This design comes from an exercise in tuning for small area, a short achievable clock period and few clock cycles per item on the open sky130 flow, not from production work.
Only simulation tests tie the RTL to the original design; equivalence was not proved.
Power figures rest on the tool's default switching activity, not on a simulated workload.

--- flow/design.v ---
module wgdos_recon (
    input  wire [63:0] base,
    input  wire [30:0] k,
    input  wire [31:0] e,       
    output reg  [63:0] y
);
    function [6:0] clz64;
        input [63:0] v;
        reg [63:0] x;
        reg [6:0]  n;
        begin
            x = v;
            n = 7'd0;
            if (x[63:32] == 32'd0) begin n = n + 7'd32; x = x << 32; end
            if (x[63:48] == 16'd0) begin n = n + 7'd16; x = x << 16; end
            if (x[63:56] ==  8'd0) begin n = n + 7'd8;  x = x << 8;  end
            if (x[63:60] ==  4'd0) begin n = n + 7'd4;  x = x << 4;  end
            if (x[63:62] ==  2'd0) begin n = n + 7'd2;  x = x << 2;  end
            if (x[63]    ==  1'b0) begin n = n + 7'd1;  x = x << 1;  end
            if (x[63]    ==  1'b0) n = n + 7'd1;
            clz64 = n;
        end
    endfunction
    function [7:0] msb131;
        input [130:0] v;
        reg [255:0] x;
        reg [7:0]   n;
        begin
            x = {v, 125'd0};
            n = 8'd0;
            if (x[255:128] == 128'd0) begin n = n + 8'd128; x = x << 128; end
            if (x[255:192] ==  64'd0) begin n = n + 8'd64;  x = x << 64;  end
            if (x[255:224] ==  32'd0) begin n = n + 8'd32;  x = x << 32;  end
            if (x[255:240] ==  16'd0) begin n = n + 8'd16;  x = x << 16;  end
            if (x[255:248] ==   8'd0) begin n = n + 8'd8;   x = x << 8;   end
            if (x[255:252] ==   4'd0) begin n = n + 8'd4;   x = x << 4;   end
            if (x[255:254] ==   2'd0) begin n = n + 8'd2;   x = x << 2;   end
            if (x[255]     ==   1'b0) begin n = n + 8'd1;   end
            msb131 = (v == 131'd0) ? 8'd0 : 8'd130 - n;
        end
    endfunction
    wire        sb       = base[63];
    wire [10:0] eb_field = base[62:52];
    wire        b_nonfin = &eb_field;
    wire        b_zero   = (base[62:0] == 63'd0);
    wire [52:0] mb       = (eb_field == 11'd0) ? {1'b0, base[51:0]} : {1'b1, base[51:0]};
    wire [6:0]  lzb      = clz64({mb, 11'd0});
    wire [63:0] mb64     = {mb, 11'd0} << lzb;
    wire signed [13:0] exb = (eb_field == 11'd0) ? -14'sd1074
                                                 : $signed({3'b000, eb_field}) - 14'sd1075;
    wire signed [13:0] tb  = exb + 14'sd52 - $signed({7'd0, lzb});
    wire [6:0]  lzk  = clz64({k, 33'd0});
    wire [63:0] mk64 = {k, 33'd0} << lzk;
    wire signed [33:0] ta_wide = $signed({{2{e[31]}}, e}) + 34'sd30 - $signed({27'd0, lzk});
    wire        a_huge = (ta_wide >= 34'sd1025);
    wire        a_tiny = (ta_wide < -34'sd1200);
    wire signed [13:0] ta = ta_wide[13:0];
    wire        base_big = b_zero ? 1'b0 :
                           ((tb > ta) || ((tb == ta) && (mb64 >= mk64)));
    wire        sx   = base_big ? sb : 1'b0;
    wire        sy   = base_big ? 1'b0 : sb;
    wire [63:0] mx   = base_big ? mb64 : mk64;
    wire [63:0] my   = b_zero ? 64'd0 : (base_big ? mk64 : mb64);
    wire signed [13:0] tx = base_big ? tb : ta;
    wire signed [13:0] ty = base_big ? ta : tb;
    wire [13:0] d    = tx - ty;
    wire         d_far   = (d > 14'd128);
    wire [7:0]   d_sh    = d_far ? 8'd129 : d[7:0];
    wire [257:0] y_al    = {my, 194'd0} >> d_sh;
    wire [128:0] y_hi    = y_al[257:129];
    wire         y_st    = d_far ? (my != 64'd0) : (|y_al[128:0]);
    wire [129:0] x130    = {mx, 66'd0};
    wire [129:0] y130    = {y_hi, y_st};
    wire         eff_sub = sx ^ sy;
    wire [130:0] r       = eff_sub ? ({1'b0, x130} - {1'b0, y130})
                                   : ({1'b0, x130} + {1'b0, y130});
    wire [7:0]  p       = msb131(r);
    wire signed [14:0] tr     = $signed({tx[13], tx}) - 15'sd129 + $signed({7'd0, p});
    wire signed [14:0] lsb_n  = $signed({7'd0, p}) - 15'sd52;
    wire signed [14:0] lsb_s  = -15'sd945 - $signed({tx[13], tx});
    wire        subn    = (lsb_s > lsb_n);
    wire signed [14:0] lsb_pos = subn ? lsb_s : lsb_n;
    wire [8:0]  r_sh    = (lsb_pos > 15'sd262) ? 9'd262 : lsb_pos[8:0];
    wire [261:0] r_al   = {r, 131'd0} >> r_sh;
    wire [53:0] q       = r_al[184:131];
    wire        g       = r_al[130];
    wire        st      = |r_al[129:0];
    wire        rnd_up  = g & (st | q[0]);
    wire [54:0] qr      = {1'b0, q} + {54'd0, rnd_up};
    wire signed [14:0] e0 = subn ? 15'sd0 : (tr + 15'sd1022);
    wire [67:0] mag     = {e0[12:0], 52'd0} + {13'd0, qr};
    wire        ovf     = (mag >= 68'h7FF0000000000000);
    always @(*) begin
        if ((k == 31'd0) || b_nonfin)
            y = base;
        else if (a_huge)
            y = 64'h7FF0000000000000;
        else if (a_tiny)
            y = b_zero ? 64'd0 : base;
        else if (r == 131'd0)
            y = 64'd0;
        else if (ovf)
            y = 64'h7FF0000000000000;
        else
            y = {sx, mag[62:0]};
    end
endmodule
module wgdos_unpack_row (
    input  wire        clk,
    input  wire        rst,             
    input  wire        cmd_valid,
    output wire        cmd_ready,
    input  wire [31:0] cmd_cols,        
    input  wire [31:0] cmd_avail,       
    input  wire [31:0] cmd_e,           
    input  wire [63:0] cmd_mdi,         
    input  wire        in_valid,
    output wire        in_ready,
    input  wire [63:0] in_data,
    output wire        out_valid,
    input  wire        out_ready,
    output wire [63:0] out_data,
    output wire        done,
    output wire [7:0]  done_status,
    output wire [7:0]  done_kind,
    output wire [31:0] done_words
);
    localparam [7:0] ST_OK       = 8'h00;
    localparam [7:0] ST_SHAPE    = 8'h03;
    localparam [7:0] ST_TRUNC    = 8'h05;
    localparam [7:0] ST_CORRUPT  = 8'h06;
    localparam [7:0] K_MISSING   = 8'h01;
    localparam [7:0] K_CONSTANT  = 8'h02;
    localparam [7:0] K_NORMAL    = 8'h03;
    localparam [5:0] B_MAX       = 6'd31;
    localparam [2:0] S_IDLE = 3'd0;
    localparam [2:0] S_DESC = 3'd1;
    localparam [2:0] S_BASE = 3'd2;
    localparam [2:0] S_EMIT = 3'd3;
    localparam [2:0] S_LAST = 3'd4;
    localparam [2:0] S_FIN  = 3'd5;
    reg  [2:0]  state;
    reg  [30:0] cols_r;
    reg  [31:0] avail_r;
    reg  [31:0] e_r;
    reg  [63:0] mdi_r;
    reg  [7:0]  kind_r;
    reg  [4:0]  b_r;
    reg  [63:0] base_r;
    reg  [30:0] left_r;                 
    reg  [95:0] bits_r;                 
    reg  [6:0]  nbits_r;                
    reg  [7:0]  status_r;
    reg  [31:0] words_r;
    reg         ov_r;
    reg  [63:0] od_r;
    wire [7:0]  d_kind  = in_data[63:56];
    wire [7:0]  d_width = in_data[55:48];
    wire        d_rsvd0 = (in_data[47:0] == 48'd0);
    wire        d_legal = d_rsvd0 &&
                          (((d_kind == K_MISSING)  && (d_width == 8'd0)) ||
                           ((d_kind == K_CONSTANT) && (d_width == 8'd0)) ||
                           ((d_kind == K_NORMAL)   && (d_width != 8'd0) &&
                            (d_width <= {2'b00, B_MAX})));
    wire [35:0] n_bits  = cols_r * d_width[4:0];
    wire [32:0] n_words = {3'd0, n_bits[35:6]} + {32'd0, (n_bits[5:0] != 6'd0)} + 33'd2;
    wire [30:0] code_raw = bits_r[95:65];
    wire [30:0] code     = code_raw >> (5'd31 - b_r);
    wire [30:0] code_mis = (31'd1 << b_r) - 31'd1;
    wire        have_code = (nbits_r >= {2'b00, b_r});
    wire [63:0] recon_y;
    wgdos_recon u_recon (
        .base (base_r),
        .k    (code),
        .e    (e_r),
        .y    (recon_y)
    );
    reg  [63:0] cell_y;
    always @(*) begin
        case (kind_r)
            K_MISSING:  cell_y = mdi_r;
            K_CONSTANT: cell_y = base_r;
            default:    cell_y = (code == code_mis) ? mdi_r : recon_y;
        endcase
    end
    wire out_fire  = ov_r && out_ready;
    wire out_free  = !ov_r || out_ready;
    wire take      = (state == S_EMIT) && ((kind_r != K_NORMAL) || have_code) && out_free;
    wire fetch     = (state == S_EMIT) && (kind_r == K_NORMAL) && !have_code;
    assign cmd_ready   = (state == S_IDLE);
    assign in_ready    = (state == S_DESC) || (state == S_BASE) || fetch;
    assign out_valid   = ov_r;
    assign out_data    = od_r;
    assign done        = (state == S_FIN);
    assign done_status = status_r;
    assign done_kind   = kind_r;
    assign done_words  = words_r;
    wire in_fire  = in_valid && in_ready;
    always @(posedge clk) begin
        if (rst) begin
            ov_r <= 1'b0;
        end else if (take) begin
            ov_r <= 1'b1;
            od_r <= cell_y;
        end else if (out_fire) begin
            ov_r <= 1'b0;
        end
    end
    always @(posedge clk) begin
        if (rst) begin
            state <= S_IDLE;
        end else begin
            case (state)
                S_IDLE: begin
                    if (cmd_valid) begin
                        cols_r   <= cmd_cols[30:0];
                        avail_r  <= cmd_avail;
                        e_r      <= cmd_e;
                        mdi_r    <= cmd_mdi;
                        kind_r   <= 8'd0;
                        words_r  <= 32'd0;
                        if (cmd_cols[31] || (cmd_cols[30:0] == 31'd0)) begin
                            status_r <= ST_SHAPE;
                            state    <= S_FIN;
                        end else if (cmd_avail == 32'd0) begin
                            status_r <= ST_TRUNC;
                            state    <= S_FIN;
                        end else begin
                            state    <= S_DESC;
                        end
                    end
                end
                S_DESC: begin
                    if (in_fire) begin
                        words_r <= 32'd1;
                        b_r     <= d_width[4:0];
                        left_r  <= cols_r;
                        nbits_r <= 7'd0;
                        if (!d_legal) begin
                            status_r <= ST_CORRUPT;
                            state    <= S_FIN;
                        end else if (d_kind == K_MISSING) begin
                            kind_r   <= K_MISSING;
                            state    <= S_EMIT;
                        end else if (d_kind == K_CONSTANT) begin
                            if (avail_r < 32'd2) begin
                                status_r <= ST_TRUNC;
                                state    <= S_FIN;
                            end else begin
                                kind_r   <= K_CONSTANT;
                                state    <= S_BASE;
                            end
                        end else begin
                            if (n_words > {1'b0, avail_r}) begin
                                status_r <= ST_TRUNC;
                                state    <= S_FIN;
                            end else begin
                                kind_r   <= K_NORMAL;
                                state    <= S_BASE;
                            end
                        end
                    end
                end
                S_BASE: begin
                    if (in_fire) begin
                        base_r  <= in_data;
                        bits_r  <= 96'd0;
                        words_r <= 32'd2;
                        state   <= S_EMIT;
                    end
                end
                S_EMIT: begin
                    if (in_fire) begin
                        bits_r  <= bits_r | ({in_data, 32'd0} >> nbits_r);
                        nbits_r <= nbits_r + 7'd64;
                        words_r <= words_r + 32'd1;
                    end
                    if (take) begin
                        if (kind_r == K_NORMAL) begin
                            bits_r  <= bits_r << b_r;
                            nbits_r <= nbits_r - {2'b00, b_r};
                        end
                        left_r <= left_r - 31'd1;
                        if (left_r == 31'd1) begin
                            status_r <= ST_OK;
                            state    <= S_LAST;
                        end
                    end
                end
                S_LAST: begin
                    if (out_fire)
                        state <= S_FIN;
                end
                default: begin  
                    state <= S_IDLE;
                end
            endcase
        end
    end
endmodule
--- flow/run.sh ---
#!/bin/bash
# synth_recipe.tcl (not shown) runs the flow's synth.tcl, then flattens the netlist and writes it again
# the make line also repeats each setting of config.mk as NAME=value (left out here)
make -C /OpenROAD-flow-scripts/flow DESIGN_CONFIG=/design/flow/config.mk WORK_HOME=/design/flow/orfs CLKGATE_MAP_FILE= SYNTH_SCRIPT=/design/flow/synth_recipe.tcl finish
--- flow/config.mk ---
export PLATFORM = sky130hd
export DESIGN_NAME = wgdos_unpack_row
export DESIGN_NICKNAME = wgdos_unpack_row
export VERILOG_FILES = /design/flow/design.v
export SDC_FILE = /design/flow/constraint.sdc
export NUM_CORES = 4
export LEC_CHECK = 0
export CAP_MARGIN = 20
export CORE_MARGIN = 2
export CORE_UTILIZATION = 25
export SETUP_SLACK_MARGIN = 2
export SLEW_MARGIN = 20
--- flow/constraint.sdc ---
create_clock -name core_clock -period 55.0 [get_ports {clk}]
set_input_delay 11.0000 -clock core_clock [delete_from_list [all_inputs] [get_ports {clk}]]
set_output_delay 11.0000 -clock core_clock [all_outputs]
set_load 0.01 [all_outputs]
==> impl_metrics.json <==
{
  "worstPathMaxFanout": 60,
  "period_minus_slack_ns": 44.79,
  "drt-wirelength-per-cell_um": 39.3,
  "cell_taking_the_most_area_after_synthesis": "sky130_fd_sc_hd__edfxtp_1",
  "dpl-instance-area_mm2": 0.110,
  "root_buffer": "sky130_fd_sc_hd__clkbuf_16",
  "clock_insertion_delay_at_the_later_pin_of_the_skew_report_ns": 0.72,
  "max-cap-violations": 0,
  "grt_setup_unrepaired": "no",
  "cts.htree.levels": 2,
  "layer_with_the_highest_usage": "met2",
  "multiInputGateArea_mm2": 0.0801,
  "cp_common_cell": "sky130_fd_sc_hd__buf_4",
  "filler_cell_count": 44021,
  "synth_largest_type_area_fraction_pct": 13.9,
  "grt_start_max_net_pins": 158,
  "grt_util_met3_pct": 11.8,
  "critPathLaunch": "base_r[52]$_DFFE_PP_",
  "cts_max_path_buffers": 3,
  "total_via_count_after_detailed_routing": 131268,
  "rows": 231,
  "place_worst_setup_slack_ns": 12.10,
  "final.hold.worst_slack_ns": 0.622,
  "final_layout_size_suffix_gt1_share_pct": 10.3,
  "synth_ff_type": "sky130_fd_sc_hd__edfxtp_1",
  "cts_resized": 0,
  "design_power_total_mw": 3.89,
  "timing.final.setup_violations": 0,
  "fmax_ghz": 0.0223,
  "core-area_mm2": 0.397,
  "track_usage_pct": 35.8,
  "layout.cell_area.non_filler_mm2": 0.113,
  "synth.top_cells.by_area": "sky130_fd_sc_hd__edfxtp_1 14%, sky130_fd_sc_hd__nand2_1 6.7%, sky130_fd_sc_hd__nor2_1 5.7%",
  "detailed_place_hpwl_um": 604000,
  "power_per_cell_area_mw_per_mm2": 34.6,
  "leakage_nw": 41.1,
  "finalSetupTns_ns": 0,
  "post_synth.cell_area_avg_um2": 7.02,
  "clkSlewWorstSetupHoldPaths_ns": 0.06,
  "synthToLayoutAreaGrowth_pct": 12.9,
  "fp.dieArea_mm2": 0.404,
  "layout.area.seq_mm2": 0.0140,
  "crit_required_ns": 55.47,
  "setup.worst_path.class": "reg2reg",
  "seq_area_frac_synth_pct": 14.0,
  "timing.rr.end": "od_r[52]$_DFFE_PP_",
  "drt-vias-per-instance": 6.73,
  "place.gp.congestion": 1.08,
  "wl_um": 766000,
  "power.ir.vdd_worst_uv": 32.2,
  "synth.top_cells.by_count": "1,788 x sky130_fd_sc_hd__nand2_1, 1,506 x sky130_fd_sc_hd__nor2_1, 1,071 x sky130_fd_sc_hd__a21oi_1",
  "fp.dieW_um": 636,
  "grt-ovfl-total": 0,
  "tritoncts_num_sinks": 467,
  "max-slew-margin-rel_pct": 8.92,
  "cts_tree": "built",
  "timing_worst_slew_pin_value_ns": 1.37,
  "worst_path_setup_slack_after_routing_ns": 10.21,
  "min_delay_worst_endpoint": "od_r[60]$_DFFE_PP_",
  "hold_path_class": "reg2reg",
  "floorplan.io_pins": 345,
  "drtPass1Iterations": 14,
  "grt_first_pass_wirelength_um": 1030000,
  "async_reset_ff_share_pct": 0,
  "final-max-slew-violation-count": 0,
  "number_of_nets_in_the_layout": 14817,
  "grt.met2_usage_pct": 52.4,
  "grt_util_met1_pct": 43.6,
  "synth_most_common_cell": "sky130_fd_sc_hd__nand2_1",
  "start_kind": "flip-flop",
  "edff_count_synth": 463,
  "synth-seq-cells": 467,
  "holdPathStages": 2,
  "io_buffer_count": 333,
  "crit_buf_inv": 23,
  "synth-warning-count": 2,
  "initial_antenna_violation_count": 65,
  "hp-start": "mdi_r[60]$_DFFE_PP_",
  "drc_errors": 0,
  "synth_cells": 14213,
  "netlist-cell-type-count": 141,
  "synthesis.area_mm2": 0.0998,
  "cts_setup_buffers": 0,
  "dr.first_iter.drc_count": 22111,
  "worst-endpoint-arrival_ns": 45.25,
  "biggest_cell_delay_along_the_critical_path_ns": 1.00,
  "finalClockSkew_ns": 0.0538,
  "floorplan.die.height_um": 636,
  "initial_utilization_pct": 25.2,
  "via_count_of_the_first_global_routing_pass": 120485,
  "ctsHoldBuffers": 0,
  "critPathSlowestCell": "sky130_fd_sc_hd__o21ai_0",
  "r2r.worst_path.cells": 144,
  "hold_viol": 0,
  "startpoint_of_the_worst_slack_reg_to_reg_timing_path": "base_r[52]$_DFFE_PP_",
  "run_status": "finished clean",
  "critical_path.endpoint_type": "flip-flop",
  "reg2reg_slack_ns": 10.21,
  "tritoncts.num_buffers": 54,
  "critical_path.top_delay_family": "compound AO/OA/AOI/OAI gates",
  "ant_nets": 0,
  "fin_crit_sh_pct": 81.4
}
-- tightest hold or removal path: cells and delay by family, from the launching register on --
family / cells / cell delay, ns
AOI/OAI and AO/OA: 1 / 0.09
and+or+nand+nor: 1 / 0.08
DFF: 1 / 0.36
-- kinds of logic (layout without fill, tap and decap cells) --
kind of cell	after synthesis	count (layout)	share of synthesized area, %
AOI/OAI and AO/OA	4858	4858	33.2
xor gates and xnor gates	428	428	3.78
adders and majority gates	406	406	5.78
buffers and inverters	1545	1550	6.92
DFF	467	467	14.0
muxes	677	677	8.68
other	2	52	0.00753
and+or+nand+nor	5830	5830	27.7
-- state kept, by name (all words and copies together), names as in the netlist, 7 cells and up --
register and flops:
nbits_r 7, mdi_r 64, words_r 32, avail_r 32, left_r 31, od_r 64, bits_r 96, e_r 32
base_r 64, cols_r 31
-- cell type report --
class,count,share of cell area (%)
Clock inverter,40,0.429
Sequential cell,467,12.4
Antenna cell,40,0.0889
Clock buffer,62,1.23
Timing Repair Buffer,980,7.35
Multi-Input combinational cell,12211,71.1
Tap cell,5242,5.82
Inverter,468,1.56
-- stage by stage --
step,util (%),std cells
final,28.4,19510
after global routing,28.4,19476
after CTS,28.3,19462
after detailed placement,27.8,19360
after global placement,27.8,19354
after floorplan,-,14223
-- power breakdown --
| part | switching (mW) | leakage (nW) | total [mW] | internal (mW) |
|---|---|---|---|---|
| sequential | 0.0141 | 4.41 | 0.420 | 0.406 |
| combinational | 2.28 | 35.8 | 3.08 | 0.803 |
| clock | 0.174 | 0.884 | 0.391 | 0.217 |
| total | 2.47 | 41.1 | 3.89 | 1.43 |
-- cells in the final DEF (no fill, tap or decap), drive strengths merged, types with 143 or more instances in the layout --
| cell | instances |
|---|---|
| a211oi | 213 |
| a21oi | 1078 |
| a221oi | 173 |
| a31oi | 206 |
| and2 | 215 |
| buf | 647 |
| clkdlybuf4s50 | 329 |
| edfxtp | 463 |
| ha | 314 |
| inv | 470 |
| mux2i | 421 |
| nand2 | 1794 |
| nand3 | 608 |
| nand4 | 232 |
| nor2 | 1513 |
| nor3 | 495 |
| nor4 | 218 |
| o211ai | 196 |
| o21ai | 1071 |
| o22ai | 208 |
| xnor2 | 284 |
| xor2 | 143 |
-- worst max-delay path by stage --
stage | end | slack [ns] | depth (start not counted)
floorplan | od_r[11]$_DFFE_PP_ | 22.30 | 154
detailed placement | od_r[52]$_DFFE_PP_ | 12.10 | 142
global route | od_r[50]$_DFFE_PP_ | 8.22 | 147
CTS | od_r[44]$_DFFE_PP_ | 11.94 | 134
finish | od_r[52]$_DFFE_PP_ | 10.21 | 144
global placement | od_r[52]$_DFFE_PP_ | 11.51 | 133
-- per-layer routing --
metal | wire length (um) | vias up
met5 | 251 | -
li1 | - | 54169
met4 | 70900 | 38
met2 | 314000 | 10450
met1 | 287000 | 63851
met3 | 94600 | 2760
Testbench counts, summed over its fixed seeds: cycles 111,275, cells 86,298.

port drivers added, routing unchanged:
No port has a modelled driver above. Below, the same layout with a new extraction and two added sets of constraints. Step 1: set_driving_cell puts a clkbuf_16 on clk and a buf_2 on each other input, an assumption about the parent block. Step 2 adds t to the input delays and takes it off the output delays; t is the mean of the earliest and latest rising clock arrival at the registers after step 1. Input paths then give back, and output paths get back, about the clock's delay inside the block. a / b / c = no drivers / after step 1 / after step 2; a / b = the first two.
shift t [ns]: 0.759
slack for setup (ns): 10.215 / 10.215 / 10.215
worst hold slack (ns): 0.622 / 0.622 / 0.622
latest minus earliest clock arrival (ns): 0.054 / 0.054
worst data-port slew with drivers (ns): 0.17
After both steps setup and hold are still met in this run. The setup slack of this run moves by 0.000 ns with the drivers and by 0.000 ns with both steps.
